Background: an optimization exercise with open tools, aiming at small area, a short achievable clock period and few clock cycles per item. Do not read the settings as production practice.
Function was checked by simulation only, so behaviour that the tests miss may differ from the original.

==> flow/design.v <==
module aq_cache_dir (
    input  wire        clk,
    input  wire        rst,
    input  wire        req_valid,
    output wire        req_ready,
    input  wire [31:0] req_pa,
    input  wire        req_write,
    output wire        resp_valid,
    input  wire        resp_ready,
    output wire        resp_bypass,      
    output wire        resp_hit,
    output wire [1:0]  resp_way,         
    output wire        resp_fill,        
    output wire        resp_evict,       
    output wire [25:0] resp_evict_blk,   
    output wire [7:0]  resp_latency      
);
    localparam SETS = 32;
    localparam WAYS = 4;
    localparam [5:0] ST_RESET = 6'b000100;    
    function [5:0] others(input [1:0] m);
        case (m)
            2'd0:    others = {2'd3, 2'd2, 2'd1};
            2'd1:    others = {2'd3, 2'd2, 2'd0};
            2'd2:    others = {2'd3, 2'd1, 2'd0};
            default: others = {2'd2, 2'd1, 2'd0};
        endcase
    endfunction
    function [7:0] dec_list(input [4:0] c);
        reg [5:0] r;
        reg [1:0] m0, x, y;
        begin
            r = others(c[4:3]);
            case (c[2:1])
                2'd0:    begin m0 = r[1:0]; x = r[3:2]; y = r[5:4]; end
                2'd1:    begin m0 = r[3:2]; x = r[1:0]; y = r[5:4]; end
                default: begin m0 = r[5:4]; x = r[1:0]; y = r[3:2]; end
            endcase
            dec_list = c[0] ? {m0, x, y, c[4:3]} : {m0, y, x, c[4:3]};
        end
    endfunction
    function [4:0] enc_list(input [7:0] l);
        reg [5:0] r;
        reg [1:0] rank;
        begin
            r = others(l[1:0]);
            if (l[7:6] == r[1:0])      rank = 2'd0;
            else if (l[7:6] == r[3:2]) rank = 2'd1;
            else                       rank = 2'd2;
            enc_list = {l[1:0], rank, l[5:4] < l[3:2]};
        end
    endfunction
    function [4:0] touch(input [4:0] c, input [1:0] w);
        reg [7:0] l;
        begin
            l = dec_list(c);
            if (w == l[7:6])      touch = c;
            else if (w == l[5:4]) touch = enc_list({l[5:4], l[7:6], l[3:2], l[1:0]});
            else if (w == l[3:2]) touch = enc_list({l[3:2], l[7:6], l[5:4], l[1:0]});
            else                  touch = enc_list({l[1:0], l[7:6], l[5:4], l[3:2]});
        end
    endfunction
    reg [20:0] tag_q   [0:SETS*WAYS-1];
    reg [3:0]  dirty_q [0:SETS-1];
    reg [5:0]  st_q    [0:SETS-1];
    reg        a_v;
    reg [20:0] a_tag;
    reg [4:0]  a_idx;
    reg        a_wr, a_byp;
    reg        b_v;
    reg [20:0] b_tag;
    reg [4:0]  b_idx;
    reg        b_wr, b_byp;
    reg [20:0] b_tags [0:WAYS-1];
    reg [3:0]  b_dirty;
    reg [5:0]  b_st;
    localparam RW = 36;
    reg          r0_v, r1_v;
    reg [RW-1:0] r0, r1;
    reg        rdy_q;
    wire b_fire = b_v && !r1_v;              
    wire b_take = !b_v || !r1_v;             
    wire accept = req_valid && rdy_q && !rst;
    wire pop    = r0_v && resp_ready;
    assign req_ready = rdy_q;
    wire r0_v_n = r1_v || (r0_v && !pop) || b_fire;
    wire r1_v_n = r0_v && !pop && (r1_v || b_fire);
    wire a_v_n  = accept || (a_v && !b_take);
    wire b_v_n  = b_take ? a_v : b_v;
    wire        F    = b_st[5];
    wire [4:0]  code = b_st[4:0];
    wire [7:0]  lst  = dec_list(code);
    wire [1:0]  m3   = lst[1:0];
    wire [3:0] valid;
    wire [3:0] eq;
    genvar gw;
    generate
        for (gw = 0; gw < WAYS; gw = gw + 1) begin : g_way
            assign valid[gw] = F || (gw < m3);
            assign eq[gw]    = valid[gw] && (b_tags[gw] == b_tag);
        end
    endgenerate
    wire       hit   = |eq;
    wire [1:0] hw    = {eq[3] | eq[2], eq[3] | eq[1]};
    wire       fill  = !hit && !b_wr && !b_byp;
    wire [20:0] vtag = b_tags[m3];
    wire       evict = fill && F && b_dirty[m3];
    wire [4:0] ct0 = touch(code, 2'd0);
    wire [4:0] ct1 = touch(code, 2'd1);
    wire [4:0] ct2 = touch(code, 2'd2);
    wire [4:0] ct3 = touch(code, 2'd3);
    wire [4:0] code_hit = ({5{eq[0]}} & ct0) | ({5{eq[1]}} & ct1) |
                          ({5{eq[2]}} & ct2) | ({5{eq[3]}} & ct3);
    wire [4:0] code_fill = enc_list({m3, lst[7:6], lst[5:4], lst[3:2]});
    wire [5:0] st_new = hit  ? {F, code_hit} :
                        fill ? {F | (m3 == 2'd3), code_fill} :
                               b_st;
    wire [3:0] m3_oh = 4'b0001 << m3;
    wire [3:0] dirty_new = (b_dirty | (eq & {4{b_wr}})) & ~(m3_oh & {4{fill}});
    reg        w_v;
    reg [4:0]  w_idx;
    reg [1:0]  w_way;
    reg [20:0] w_tag;
    always @(posedge clk) begin
        w_v   <= b_fire && fill;
        w_idx <= b_idx;
        w_way <= m3;
        w_tag <= b_tag;
    end
    integer s, w;
    always @(posedge clk) begin
        for (s = 0; s < SETS; s = s + 1) begin
            if (b_fire && b_idx == s)
                dirty_q[s] <= dirty_new;
            for (w = 0; w < WAYS; w = w + 1)
                if (w_v && w_idx == s && w_way == w)
                    tag_q[s*WAYS + w] <= w_tag;
        end
    end
    always @(posedge clk) begin
        for (s = 0; s < SETS; s = s + 1) begin
            if (rst)
                st_q[s] <= ST_RESET;
            else if (b_fire && b_idx == s)
                st_q[s] <= st_new;
        end
    end
    reg  [20:0] rd_tag [0:WAYS-1];
    reg  [3:0]  rd_dirty;
    reg  [5:0]  rd_st;
    always @(*) begin
        for (w = 0; w < WAYS; w = w + 1)
            rd_tag[w] = 21'd0;
        rd_dirty = 4'd0;
        rd_st    = 6'd0;
        for (s = 0; s < SETS; s = s + 1) begin
            if (rd_sel[s]) begin
                for (w = 0; w < WAYS; w = w + 1)
                    rd_tag[w] = rd_tag[w] | tag_q[s*WAYS + w];
                rd_dirty = rd_dirty | dirty_q[s];
                rd_st    = rd_st | st_q[s];
            end
        end
    end
    wire [4:0] a_idx_n  = rdy_q  ? req_pa[10:6] : a_idx;
    wire [4:0] b_idx_n  = b_take ? a_idx : b_idx;
    wire       stall_n  = b_v_n && r1_v_n;
    wire       fire_n   = b_v_n && !r1_v_n;
    wire [4:0] rd_idx_n = stall_n ? b_idx_n : a_idx_n;
    wire       fwd_n    = fire_n && (a_idx_n == b_idx_n);
    reg  [SETS-1:0] rd_sel;
    reg             fwd_q;
    reg  [3:0]      wsel_q;
    always @(posedge clk) begin
        rd_sel <= {{(SETS-1){1'b0}}, 1'b1} << rd_idx_n;
        fwd_q  <= fwd_n;
        wsel_q <= {4{b_fire && fill && rd_idx_n == b_idx}} & m3_oh;
    end
    always @(posedge clk) begin
        if (rdy_q) begin    
            a_tag <= req_pa[31:11];
            a_idx <= req_pa[10:6];
            a_wr  <= req_write;
            a_byp <= (req_pa[31:14] == 18'd0) && (req_pa[13:12] == 2'd1 || req_pa[13:12] == 2'd2);
        end
        if (b_take) begin
            b_tag <= a_tag;
            b_idx <= a_idx;
            b_wr  <= a_wr;
            b_byp <= a_byp;
        end
        for (w = 0; w < WAYS; w = w + 1)
            b_tags[w] <= (fwd_q && fill && m3 == w) ? b_tag :
                         wsel_q[w] ? w_tag : rd_tag[w];
        b_dirty <= (rd_dirty | ({4{fwd_q && b_wr}} & eq)) & ~({4{fwd_q && fill}} & m3_oh);
        b_st    <= (fwd_q && hit)  ? {rd_st[5], code_hit} :
                   (fwd_q && fill) ? {rd_st[5] | (m3 == 2'd3), code_fill} : rd_st;
    end
    wire [RW-1:0] n_resp = {b_byp, hit, hit ? hw : m3, fill, evict, vtag, b_idx,
                            !hit, !hit && !evict, hit || evict};
    always @(posedge clk) begin
        if (!r0_v || pop)
            r0 <= r1_v ? r1 : n_resp;
        if (!r1_v)
            r1 <= n_resp;
    end
    always @(posedge clk) begin
        if (rst) begin
            a_v   <= 1'b0;
            b_v   <= 1'b0;
            r0_v  <= 1'b0;
            r1_v  <= 1'b0;
            rdy_q <= 1'b1;
        end else begin
            a_v   <= a_v_n;
            b_v   <= b_v_n;
            r0_v  <= r0_v_n;
            r1_v  <= r1_v_n;
            rdy_q <= !a_v_n || !b_v_n || !r1_v_n;
        end
    end
    wire       o_byp, o_hit, o_fill, o_ev, o_l6, o_l5, o_l3;
    wire [1:0] o_way;
    wire [25:0] o_blk;
    assign {o_byp, o_hit, o_way, o_fill, o_ev, o_blk, o_l6, o_l5, o_l3} = r0;
    assign resp_valid     = r0_v;
    assign resp_bypass    = o_byp;
    assign resp_hit       = o_hit;
    assign resp_way       = o_way;
    assign resp_fill      = o_fill;
    assign resp_evict     = o_ev;
    assign resp_evict_blk = o_blk;
    assign resp_latency   = {o_ev, o_l6, o_l5, 1'b0, o_l3, o_l5, o_hit, 1'b0};
endmodule
==> flow/config.mk <==
export PLATFORM = sky130hd
export DESIGN_NAME = aq_cache_dir
export DESIGN_NICKNAME = aq_cache_dir
export VERILOG_FILES = /design/flow/design.v
export SDC_FILE = /design/flow/constraint.sdc
export NUM_CORES = 4
export LEC_CHECK = 0
export CAP_MARGIN = 20
export CORE_MARGIN = 2
export CORE_UTILIZATION = 55
export CTS_BUF_LIST = sky130_fd_sc_hd__clkbuf_16
export CTS_CLUSTER_DIAMETER = 80
export CTS_CLUSTER_SIZE = 20
export SLEW_MARGIN = 20
export TNS_END_PERCENT = 5
==> flow/constraint.sdc <==
create_clock -name core_clock -period 10.0 [get_ports {clk}]
set_input_delay 2.0000 -clock core_clock [delete_from_list [all_inputs] [get_ports {clk}]]
set_output_delay 2.0000 -clock core_clock [all_outputs]
set_load 0.01 [all_outputs]
standard.sh (not shown) runs the stock make flow with config.mk's settings and CLKGATE_MAP_FILE= SYNTH_SCRIPT=/design/flow/synth_recipe.tcl, a recipe that flattens the netlist after the stock synthesis.
==> flow/flow/run.sh <==
#!/bin/bash
# Standard layout (the standard.sh, standard synthesis unchanged), with
#  - the setup repair margin raised so that repair_timing works on every path
#    slower than the period this design can reach, and
#  - the port buffers (one per input and output, as standard) made buf_4.
# The clock and constraints are the standard flow's.
set -euo pipefail
bash standard.sh SETUP_SLACK_MARGIN=6.6 "BUFFER_PORTS_ARGS=-buffer_cell sky130_fd_sc_hd__buf_4" finish > standard_flow.log 2>&1
The first run produced a layout that fails on antenna rules.
Testbench counts at the start, summed over its fixed seeds: cycles 24,024, items 24,000.
Edit:
--- a/flow/design.v
+++ b/flow/design.v
@@ -66,6 +66,7 @@
     reg        a_v;
     reg [20:0] a_tag;
     reg [4:0]  a_idx;
+    reg [SETS-1:0] a_sel;                  
     reg        a_wr, a_byp;
     reg        b_v;
     reg [20:0] b_tag;
@@ -83,10 +84,6 @@
     wire accept = req_valid && rdy_q && !rst;
     wire pop    = r0_v && resp_ready;
     assign req_ready = rdy_q;
-    wire r0_v_n = r1_v || (r0_v && !pop) || b_fire;
-    wire r1_v_n = r0_v && !pop && (r1_v || b_fire);
-    wire a_v_n  = accept || (a_v && !b_take);
-    wire b_v_n  = b_take ? a_v : b_v;
     wire        F    = b_st[5];
     wire [4:0]  code = b_st[4:0];
     wire [7:0]  lst  = dec_list(code);
@@ -111,9 +108,8 @@
     wire [4:0] ct3 = touch(code, 2'd3);
     wire [4:0] code_hit = ({5{eq[0]}} & ct0) | ({5{eq[1]}} & ct1) |
                           ({5{eq[2]}} & ct2) | ({5{eq[3]}} & ct3);
-    wire [4:0] code_fill = enc_list({m3, lst[7:6], lst[5:4], lst[3:2]});
     wire [5:0] st_new = hit  ? {F, code_hit} :
-                        fill ? {F | (m3 == 2'd3), code_fill} :
+                        fill ? {F | (m3 == 2'd3), enc_list({m3, lst[7:6], lst[5:4], lst[3:2]})} :
                                b_st;
     wire [3:0] m3_oh = 4'b0001 << m3;
     wire [3:0] dirty_new = (b_dirty | (eq & {4{b_wr}})) & ~(m3_oh & {4{fill}});
@@ -154,7 +150,7 @@
         rd_dirty = 4'd0;
         rd_st    = 6'd0;
         for (s = 0; s < SETS; s = s + 1) begin
-            if (rd_sel[s]) begin
+            if (a_sel[s]) begin
                 for (w = 0; w < WAYS; w = w + 1)
                     rd_tag[w] = rd_tag[w] | tag_q[s*WAYS + w];
                 rd_dirty = rd_dirty | dirty_q[s];
@@ -162,24 +158,13 @@
             end
         end
     end
-    wire [4:0] a_idx_n  = rdy_q  ? req_pa[10:6] : a_idx;
-    wire [4:0] b_idx_n  = b_take ? a_idx : b_idx;
-    wire       stall_n  = b_v_n && r1_v_n;
-    wire       fire_n   = b_v_n && !r1_v_n;
-    wire [4:0] rd_idx_n = stall_n ? b_idx_n : a_idx_n;
-    wire       fwd_n    = fire_n && (a_idx_n == b_idx_n);
-    reg  [SETS-1:0] rd_sel;
-    reg             fwd_q;
-    reg  [3:0]      wsel_q;
-    always @(posedge clk) begin
-        rd_sel <= {{(SETS-1){1'b0}}, 1'b1} << rd_idx_n;
-        fwd_q  <= fwd_n;
-        wsel_q <= {4{b_fire && fill && rd_idx_n == b_idx}} & m3_oh;
-    end
+    wire fwd  = b_fire && (a_idx == b_idx);
+    wire wfwd = w_v && (a_idx == w_idx);
     always @(posedge clk) begin
         if (rdy_q) begin    
             a_tag <= req_pa[31:11];
             a_idx <= req_pa[10:6];
+            a_sel <= {{(SETS-1){1'b0}}, 1'b1} << req_pa[10:6];
             a_wr  <= req_write;
             a_byp <= (req_pa[31:14] == 18'd0) && (req_pa[13:12] == 2'd1 || req_pa[13:12] == 2'd2);
         end
@@ -188,13 +173,12 @@
             b_idx <= a_idx;
             b_wr  <= a_wr;
             b_byp <= a_byp;
-        end
-        for (w = 0; w < WAYS; w = w + 1)
-            b_tags[w] <= (fwd_q && fill && m3 == w) ? b_tag :
-                         wsel_q[w] ? w_tag : rd_tag[w];
-        b_dirty <= (rd_dirty | ({4{fwd_q && b_wr}} & eq)) & ~({4{fwd_q && fill}} & m3_oh);
-        b_st    <= (fwd_q && hit)  ? {rd_st[5], code_hit} :
-                   (fwd_q && fill) ? {rd_st[5] | (m3 == 2'd3), code_fill} : rd_st;
+            for (w = 0; w < WAYS; w = w + 1)
+                b_tags[w] <= fwd ? ((fill && m3 == w) ? b_tag : b_tags[w]) :
+                             (wfwd && w_way == w) ? w_tag : rd_tag[w];
+            b_dirty <= fwd ? dirty_new : rd_dirty;
+            b_st    <= fwd ? st_new    : rd_st;
+        end
     end
     wire [RW-1:0] n_resp = {b_byp, hit, hit ? hw : m3, fill, evict, vtag, b_idx,
                             !hit, !hit && !evict, hit || evict};
@@ -204,6 +188,10 @@
         if (!r1_v)
             r1 <= n_resp;
     end
+    wire r0_v_n = r1_v || (r0_v && !pop) || b_fire;
+    wire r1_v_n = r0_v && !pop && (r1_v || b_fire);
+    wire a_v_n  = accept || (a_v && !b_take);
+    wire b_v_n  = b_take ? a_v : b_v;
     always @(posedge clk) begin
         if (rst) begin
             a_v   <= 1'b0;
Result: With this change the flow completed with no timing, DRC or antenna violations. Cell count grows slightly. Synthesized area goes up slightly. First-iteration DRC count hardly moves. Wire length went up by a few percent. Clock-buffer cell count goes down by 4. Non-clock buffer count rises by 42.
Testbench counts after the change, summed over its fixed seeds: cycles 24,024, items 24,000.

[static timing again, ports no longer ideal]
The flow's constraints put no driver on any port. The routed layouts listed below were extracted and timed again, unchanged, in two steps.
Step 1 assumes that a clkbuf_16 drives the clock port and a buf_2 every other input.
Step 2 also shifts input and output timing later by t, the mid clock arrival at the registers, as if the neighbouring blocks saw the same clock.
Three values: no drivers, after step 1, after step 2; two values: the first two.
run	t (ns)	setup WS [ns]	worst hold slack (ns)
the first run	0.964	6.449 / 6.437 / 5.809	0.427 / 0.427 / 0.427
the second run	0.953	6.332 / 6.307 / 5.769	0.427 / 0.427 / 0.427
For the first run, which loses most, drivers alone change the setup slack by -0.012 ns; drivers and shift together by -0.640 ns.
